Context: an optimization exercise on an open-source flow, tuned for small area, a short achievable clock period and few clock cycles. The choices shown serve that exercise and are no tape-out recipe.
RTL that was checked went through simulation tests only; none was proved equivalent to the original.
No activity file was given, so power comes from the tool's default toggle rates.

ember:
==> flow/design.v (excerpt) <==
module pvc_sram_exerciser (
    input  wire        clk,
    input  wire        rst,
    input  wire        start,
    input  wire [2:0]  cfg_sel,
    input  wire        cfg_rw,
    input  wire        cfg_ret,
    input  wire        cfg_siz,
    output wire        busy,
    output wire        done,
    output wire        fault,
    output wire [3:0]  fault_code,
    output wire        verdict_fail,
    output reg  [31:0] fail_count,
    output wire        ev_valid,
    output wire [2:0]  ev_kind,
    output wire [31:0] ev_data,
    input  wire        ev_ready,
    input  wire        rsp_valid,
    input  wire [2:0]  rsp_nsym,
    input  wire        rsp_z,
    input  wire [7:0]  rsp_byte,
    input  wire [2:0]  rec_idx,
    output wire        rec_addr_valid,
    output wire [19:0] rec_addr,
    output wire [7:0]  rec_label,
    output reg  [1:0]  rec_kind,
    output reg  [7:0]  rec_expect,
    output wire [7:0]  rec_act_val,
    output wire [7:0]  rec_act_zmask
);
For scale: roughly 1400 cells after synthesis, ~350 flip-flops, about 160 I/O pins, about 17000 sq um of cells after synthesis.
export LEC_CHECK = 0
export CAP_MARGIN = 20
export CORE_MARGIN = 2
export CORE_UTILIZATION = 55
export CTS_BUF_LIST = sky130_fd_sc_hd__clkbuf_8
export CTS_CLUSTER_DIAMETER = 60
export CTS_CLUSTER_SIZE = 18
export SETUP_SLACK_MARGIN = 1.7
export SLEW_MARGIN = 20
export SYNTH_HIERARCHICAL = 1
create_clock -name core_clock -period 5.0 [get_ports {clk}]
standard.sh (not shown) runs the stock make flow with config.mk's settings and CLKGATE_MAP_FILE= SYNTH_SCRIPT=/design/flow/synth_recipe.tcl, a recipe that flattens the netlist after the stock synthesis.
==> flow/flow/run.sh <==
#!/bin/bash
# The standard layout, with plain buffers (buf_2) on the ports instead of
# the delay buffers buffer_ports picks by default. make's full output goes
# to standard.log in the work folder.
set -euo pipefail
export BUFFER_PORTS_ARGS="-buffer_cell sky130_fd_sc_hd__buf_2"
bash standard.sh finish > standard.log 2>&1
In summary, ember completed successfully, with a layout that passed the timing, design-rule and antenna checks.
Modified inputs, onyx compared to ember
- SETUP_SLACK_MARGIN now 1.5, was 1.7
Compared with ember, onyx supports a lower clock frequency.
Relative to ember, the largest net degree at the start of global routing of onyx is higher by about 20%.
Of onyx and ember, ember shows the higher routed wire length, with onyx below it.
Of onyx and ember, the higher routed length on met1 belongs to ember.
onyx -> ember: sequential-to-total area share from yosys stat delta 0, exact match
Measured against each other, onyx and ember differ in number of standard cells in the final layout excluding fillers, the lower figure coming from onyx.
onyx vs ember, final critical delay including setup and external delays went up by 82 ps.
Buffer share of cell area ended up 3.7 points lower on onyx than on ember.
Relative to ember, the total power of onyx is lower by about 1.7%.
Compared with ember, onyx ends up with a smaller final cell area.
Non-clock buffer count: onyx lower than ember
No functional check of the RTL was part of any run of this note.

========
pvc_sram_exerciser, a different RTL version from the one above (not shown whole).
Size: about 1200 cells after synthesis, roughly 360 flip-flops, ~16000 um^2 of cells after synthesis.
==> flow/config.mk <==
export PLATFORM = sky130hd
export DESIGN_NAME = pvc_sram_exerciser
export DESIGN_NICKNAME = pvc_sram_exerciser
export VERILOG_FILES = /design/flow/design.v
export SDC_FILE = /design/flow/constraint.sdc
export NUM_CORES = 4
export LEC_CHECK = 0
export CAP_MARGIN = 20
export CORE_MARGIN = 2
export CORE_UTILIZATION = 70
export CTS_BUF_LIST = sky130_fd_sc_hd__clkbuf_16
export CTS_CLUSTER_DIAMETER = 100
export CTS_CLUSTER_SIZE = 25
export SETUP_SLACK_MARGIN = 1.6
export SLEW_MARGIN = 20
export SYNTH_HIERARCHICAL = 1
==> flow/constraint.sdc <==
create_clock -name core_clock -period 5.0 [get_ports {clk}]
set_input_delay 1.0000 -clock core_clock [delete_from_list [all_inputs] [get_ports {clk}]]
set_output_delay 1.0000 -clock core_clock [all_outputs]
set_load 0.01 [all_outputs]
==> flow/flow/run.sh <==
#!/bin/bash
# The standard layout, with plain buffers (buf_1) on the ports instead of
# the delay buffers buffer_ports picks by default, and timing repair free to
# change a cell's footprint. make's full output goes to standard.log in the
# work folder.
set -euo pipefail
export BUFFER_PORTS_ARGS="-buffer_cell sky130_fd_sc_hd__buf_1"
bash standard.sh MATCH_CELL_FOOTPRINT=0 finish > standard.log 2>&1
Testbench counts at the start, summed over its fixed seeds: cycles 1,723,440.
Rerun with:
==> flow/flow/run.sh (replaced) <==
#!/bin/bash
# The standard layout, with plain buffers (buf_1) on the ports instead of
# the delay buffers buffer_ports picks by default. make's full output goes
# to standard.log in the work folder.
set -euo pipefail
export BUFFER_PORTS_ARGS="-buffer_cell sky130_fd_sc_hd__buf_1"
bash standard.sh finish > standard.log 2>&1
- SETUP_SLACK_MARGIN: 1.6 -> 1.75
After rerunning: Total power is higher by 1.5%; cell area is higher by 5.1%; non-clock buffer count is higher by 49; critical path depth is higher by 2; area after synthesis is unchanged; sequential power is about the same; flip-flop and latch count stays the same.

========
The RTL this note starts from:
==> flow/design.v <==
module pvc_sram_exerciser (
    input  wire        clk,
    input  wire        rst,
    input  wire        start,
    input  wire [2:0]  cfg_sel,
    input  wire        cfg_rw,
    input  wire        cfg_ret,
    input  wire        cfg_siz,
    output wire        busy,
    output wire        done,
    output wire        fault,
    output wire [3:0]  fault_code,
    output wire        verdict_fail,
    output reg  [31:0] fail_count,
    output wire        ev_valid,
    output reg  [2:0]  ev_kind,
    output wire [31:0] ev_data,
    input  wire        ev_ready,
    input  wire        rsp_valid,
    input  wire [2:0]  rsp_nsym,
    input  wire        rsp_z,
    input  wire [7:0]  rsp_byte,
    input  wire [2:0]  rec_idx,
    output wire        rec_addr_valid,
    output wire [19:0] rec_addr,
    output wire [7:0]  rec_label,
    output reg  [1:0]  rec_kind,
    output reg  [7:0]  rec_expect,
    output wire [7:0]  rec_act_val,
    output wire [7:0]  rec_act_zmask
);
    localparam [2:0] EV_XACT = 3'd1;
    localparam [2:0] EV_TRS  = 3'd2;
    localparam [2:0] EV_IND  = 3'd3;
    localparam [7:0] NEEDLE = 8'hA5;
    localparam [2:0] PH_TRS = 3'd0;
    localparam [2:0] PH_FLT = 3'd1;
    localparam [2:0] PH_SZ0 = 3'd2;    
    localparam [2:0] PH_SZN = 3'd3;    
    localparam [2:0] PH_SZR = 3'd4;    
    localparam [2:0] PH_SW  = 3'd5;    
    localparam [2:0] PH_RET = 3'd6;    
    localparam [2:0] PH_VRD = 3'd7;
    reg        run_q, done_q, fault_q;
    reg        fcode_q;                
    reg        wt;                     
    reg [2:0]  phase;
    reg [1:0]  step;
    reg [2:0]  pat;
    reg        ind;
    reg [18:0] addr;
    reg [2:0]  sel_r;
    reg        rw_r, ret_r, siz_r;
    reg [2:0]  plab;
    reg        full;
    reg [2:0]  rec_l_q [0:7];
    reg [2:0]  rec_p_q [0:7];
    reg        rec_z_q [0:7];
    reg [7:0]  rec_v_q [0:7];
    reg [18:0] rec_a_q [0:7];
    function [7:0] pat_val;
        input [2:0] p;
        begin
            case (p)
                3'd0: pat_val = 8'hAA;
                3'd1: pat_val = 8'h55;
                3'd2: pat_val = 8'hF0;
                3'd3: pat_val = 8'h0F;
                3'd4: pat_val = 8'hCC;
                3'd5: pat_val = 8'h33;
                3'd6: pat_val = 8'hFF;
                default: pat_val = 8'h00;
            endcase
        end
    endfunction
    wire has_cs2 = ~sel_r[2] & ~sel_r[0];           
    wire m13 = |sel_r;                              
    wire m15 = sel_r[2] | sel_r[1];                 
    wire m17 = sel_r[2] | (sel_r[1] & sel_r[0]);    
    wire m18 = sel_r[2];                            
    wire [18:0] amask = {m18, m17, m15, m15, m13, m13, 13'h1FFF};
    wire at_last = &(addr | ~amask);
    wire a_hi0   = ~|addr[18:7];
    wire a_lo127 = &addr[6:0];
    wire [18:0] addr_inc = addr + 19'd1;
    wire is_ind  = (phase == PH_SW) && (step == 2'd0);
    wire is_xact = (phase != PH_TRS) && (phase != PH_VRD) && !is_ind;
    wire nz      = full | (|fail_count[2:0]);
    reg        c_we, c_oe, c_cs1, c_cs2;
    reg [7:0]  d_out;
    reg [2:0]  lab;
    always @(*) begin
        c_we = 1'b0; c_oe = 1'b0; c_cs1 = 1'b0; c_cs2 = 1'b0;
        d_out = 8'd0;
        lab = 3'd0;
        ev_kind = EV_XACT;
        case (phase)
            PH_TRS: ev_kind = EV_TRS;
            PH_FLT: begin
                c_we = 1'b1; c_cs1 = (step != 2'd2); c_cs2 = (step != 2'd0);
                lab = {1'b0, step} + 3'd1;
            end
            PH_SZ0, PH_SZN: begin
                if (step[0]) begin
                    c_we = 1'b1; c_oe = 1'b1; c_cs1 = 1'b1; c_cs2 = 1'b1;
                end else begin
                    c_oe = 1'b1;
                    d_out = (phase == PH_SZN) ? NEEDLE : 8'd0;
                end
            end
            PH_SZR: begin
                c_we = 1'b1;
                lab = 3'd4;
            end
            PH_SW: begin
                case (step)
                    2'd0: begin
                        ev_kind = EV_IND;
                        d_out = {7'd0, ~ind};
                    end
                    2'd1: begin
                        c_oe = 1'b1;
                        d_out = pat_val(pat);
                    end
                    2'd2: begin
                        c_we = 1'b1; c_oe = 1'b1; c_cs1 = 1'b1; c_cs2 = 1'b1;
                        lab = 3'd5;
                    end
                    default: begin
                        c_we = 1'b1;
                        lab = 3'd6;
                    end
                endcase
            end
            PH_RET: begin
                c_we = 1'b1;
                lab = 3'd7;
            end
            default: ev_kind = {2'b10, nz};      
        endcase
    end
    assign ev_data = {c_we, c_oe, c_cs1, c_cs2 & has_cs2, 1'b0,
                      addr[18:7] & {12{~is_ind}}, addr[6:0], d_out};
    wire rsp_one = rsp_valid && (rsp_nsym == 3'd1);
    wire rsp_bad = wt && rsp_valid && (rsp_nsym != 3'd1);
    assign ev_valid = run_q && (!wt || (rsp_one && phase != PH_VRD));
    wire   adv      = ev_valid && ev_ready;
    assign busy  = run_q;
    assign done  = done_q;
    assign fault = fault_q;
    assign fault_code   = {fcode_q, 2'b11, fcode_q};
    assign verdict_fail = nz;
    wire [7:0] pv = pat_val(pat);
    reg mm;
    always @(*) begin
        case (plab)
            3'd4:        mm = !rsp_z && (rsp_byte == NEEDLE);
            3'd6, 3'd7:  mm = rsp_z || (rsp_byte != pv);
            default:     mm = !rsp_z;
        endcase
    end
    wire fire   = wt && rsp_one && (plab != 3'd0) && mm;
    wire sat    = &fail_count;
    wire rec_we = fire && !full;
    wire        dec   = plab[2] & (plab[1] | ~plab[0]);
    wire [18:0] raddr = (addr - {18'd0, dec}) & amask;
    always @(posedge clk) begin
        if (rst) begin
            run_q   <= 1'b0;
            done_q  <= 1'b0;
            fault_q <= 1'b0;
            wt      <= 1'b0;
        end else if (!run_q) begin
            if (start && !fault_q) begin
                done_q <= 1'b0;
                if (cfg_sel > 3'd4) begin
                    fault_q <= 1'b1;
                    fcode_q <= 1'b0;
                end else begin
                    run_q <= 1'b1;
                end
            end
        end else begin
            if (rsp_bad) begin
                run_q   <= 1'b0;
                wt      <= 1'b0;
                fault_q <= 1'b1;
                fcode_q <= 1'b1;
            end else if (adv) begin
                wt <= is_xact;
                if (phase == PH_VRD) begin
                    run_q  <= 1'b0;
                    done_q <= 1'b1;
                end
            end else if (rsp_valid) begin
                wt <= 1'b0;
            end
        end
    end
    always @(posedge clk) begin
        if (!run_q) begin
            if (start) begin
                sel_r <= cfg_sel;
                rw_r  <= cfg_rw;
                ret_r <= cfg_ret;
                siz_r <= cfg_siz;
                phase <= PH_TRS;
                step  <= 2'd0;
                pat   <= 3'd7;
                ind   <= 1'b0;
                addr  <= 19'd0;
            end
        end else if (adv) begin
            plab <= lab;
            case (phase)
                PH_TRS, PH_FLT: begin
                    if (phase == PH_TRS && has_cs2) begin
                        phase <= PH_FLT;
                        step  <= 2'd0;
                    end else if (phase == PH_FLT && step != 2'd2) begin
                        step <= step + 2'd1;
                    end else begin
                        step <= 2'd0;
                        if (siz_r)     phase <= PH_SZ0;
                        else if (rw_r) phase <= PH_SW;
                        else           phase <= PH_VRD;
                    end
                end
                PH_SZ0: begin
                    step <= ~step;
                    if (step[0]) begin
                        if (at_last) begin
                            phase <= PH_SZN;
                            addr  <= 19'd0;
                        end else begin
                            addr <= addr_inc;
                        end
                    end
                end
                PH_SZN: begin
                    step <= ~step;
                    if (step[0]) begin
                        phase <= PH_SZR;
                        addr  <= 19'd1;
                    end
                end
                PH_SZR: begin
                    if (at_last) begin
                        addr  <= 19'd0;
                        step  <= 2'd0;
                        phase <= rw_r ? PH_SW : PH_VRD;
                    end else begin
                        addr <= addr_inc;
                    end
                end
                PH_SW: begin
                    case (step)
                        2'd0: begin
                            step <= 2'd1;
                            ind  <= ~ind;
                            if (a_hi0) pat <= pat + 3'd1;
                        end
                        2'd1, 2'd2: step <= step + 2'd1;
                        default: begin
                            if (at_last) begin
                                addr <= 19'd0;
                                step <= 2'd0;
                                if (ret_r)             phase <= PH_RET;
                                else if (pat == 3'd7)  phase <= PH_VRD;
                            end else begin
                                addr <= addr_inc;
                                step <= a_lo127 ? 2'd0 : 2'd1;
                            end
                        end
                    endcase
                end
                PH_RET: begin
                    if (at_last) begin
                        addr  <= 19'd0;
                        step  <= 2'd0;
                        phase <= (pat == 3'd7) ? PH_VRD : PH_SW;
                    end else begin
                        addr <= addr_inc;
                    end
                end
                default: ;
            endcase
        end
    end
    always @(posedge clk) begin
        if (!run_q) begin
            if (start) begin
                fail_count <= 32'd0;
                full       <= 1'b0;
            end
        end else if (fire && !sat) begin
            fail_count <= fail_count + 32'd1;
            if (&fail_count[2:0]) full <= 1'b1;
        end
    end
    always @(posedge clk) begin
        if (run_q && rec_we) begin
            rec_l_q[fail_count[2:0]] <= plab;
            rec_p_q[fail_count[2:0]] <= pat;
            rec_z_q[fail_count[2:0]] <= rsp_z;
            rec_v_q[fail_count[2:0]] <= rsp_byte & {8{~rsp_z}};
            rec_a_q[fail_count[2:0]] <= raddr;
        end
    end
    reg [1:0] rk_d [0:7];
    reg [7:0] re_d [0:7];
    integer i;
    always @(*) begin
        for (i = 0; i < 8; i = i + 1) begin
            case (rec_l_q[i])
                3'd4: begin
                    rk_d[i] = 2'd2;
                    re_d[i] = NEEDLE;
                end
                3'd6, 3'd7: begin
                    rk_d[i] = 2'd0;
                    re_d[i] = pat_val(rec_p_q[i]);
                end
                default: begin
                    rk_d[i] = 2'd1;
                    re_d[i] = 8'd0;
                end
            endcase
        end
    end
    wire [2:0] r_l = rec_l_q[rec_idx];
    assign rec_label      = {5'd0, r_l};
    assign rec_addr_valid = r_l[2];
    assign rec_addr       = {1'b0, rec_a_q[rec_idx]};
    assign rec_act_val    = rec_v_q[rec_idx];
    assign rec_act_zmask  = {8{rec_z_q[rec_idx]}};
    always @(*) begin
        rec_kind   = rk_d[rec_idx];
        rec_expect = re_d[rec_idx];
    end
endmodule
Settings: LEC_CHECK=0, CAP_MARGIN=20, CORE_MARGIN=2, CORE_UTILIZATION=30, SETUP_SLACK_MARGIN=1.5, SLEW_MARGIN=20; clock period 5.0 ns.
run.sh (not shown) runs the stock make flow with config.mk's settings and CLKGATE_MAP_FILE= SYNTH_SCRIPT=/design/flow/synth_recipe.tcl, a recipe that flattens the netlist after the stock synthesis.
Stock flow here: none of the scripts above is used.
The first run passed the timing, design-rule and antenna checks.
Testbench counts at the start, summed over its fixed seeds: cycles 1,723,440.
Next try:
==> flow/flow/run.sh (new file) <==
#!/bin/bash
# The standard layout, with plain buffers (buf_2) on the ports instead of
# the delay buffers buffer_ports picks by default. make's full output goes
# to standard.log in the work folder.
set -euo pipefail
export BUFFER_PORTS_ARGS="-buffer_cell sky130_fd_sc_hd__buf_2"
bash standard.sh finish > standard.log 2>&1
==> flow/standard.sh (new file) <==
#!/bin/bash
# synth_recipe.tcl (not shown) runs the flow's synth.tcl, then flattens the netlist and writes it again
# the make line also repeats each setting of config.mk as NAME=value (left out here)
make -C /OpenROAD-flow-scripts/flow DESIGN_CONFIG=/design/flow/config.mk WORK_HOME=/design/flow/orfs CLKGATE_MAP_FILE= SYNTH_SCRIPT=/design/flow/synth_recipe.tcl "${@:-finish}"
removed: flow/run.sh
What happened: Core utilization decreases by 2.5 points; power barely changes; non-clock buffer count decreases by 48; final cell count decreases by 2.2%; sequential power barely changes; worst setup slack improves by 0.16 ns; routed wire length decreases by 4.0%.
Next try:
--- a/flow/config.mk
+++ b/flow/config.mk
@@ -9,3 +9,6 @@
 export CORE_MARGIN = 2
-export CORE_UTILIZATION = 30
+export CORE_UTILIZATION = 55
+export CTS_BUF_LIST = sky130_fd_sc_hd__clkbuf_8
+export CTS_CLUSTER_DIAMETER = 60
+export CTS_CLUSTER_SIZE = 18
 export SETUP_SLACK_MARGIN = 1.5
The new run went through all stages and came out clean.
Fmax decreases by 0.65%.
Clock skew barely changes.
Non-clock buffer count increases by 9.
Area after synthesis does not change.
Design area decreases by 5.0%.
Synthesized cell count is unchanged.
Total power decreases by 17%.
Wire length decreases by 9.4%.
Global-route usage increases by 9.7 points.
Core utilization increases by 27 points.
Die area decreases by 45%.

-- separate check: timing with driven ports --
The flow's constraints put no driver on any port. The routed layouts listed below were extracted and timed again, unchanged, in two steps.
Step 1 sets driving cells, clkbuf_16 on the clock port and buf_2 on the other inputs (assumed; they add their load-dependent delay and slew).
Step 2 moves the port delays by t, midway between the first and last clock arrival at a register: inputs arrive t later, outputs are due t later. That takes back most of the time a late clock gives input paths.
a / b / c = ideal ports / drivers / drivers and shift; a / b = the first two.
run	t, ns	setup slack, ns	worst data-port slew with drivers (ns)
ember	0.652	1.640 / 1.579 / 1.264	0.08
onyx	0.647	1.557 / 1.538 / 1.329	0.07
the first run of note 2	0.567	1.570 / 1.515 / 1.406	0.07
the second run of note 2	0.564	1.541 / 1.405 / 1.405	0.23
the first run of note 3	0.595	1.325 / 1.276 / 0.997	0.06
the second run of note 3	0.598	1.485 / 1.443 / 1.370	0.05
the third run of note 3	0.647	1.462 / 1.412 / 1.360	0.08
After both steps every run listed still meets setup and hold. For ember, which loses most, drivers alone change the setup slack by -0.061 ns; drivers and shift together by -0.376 ns.
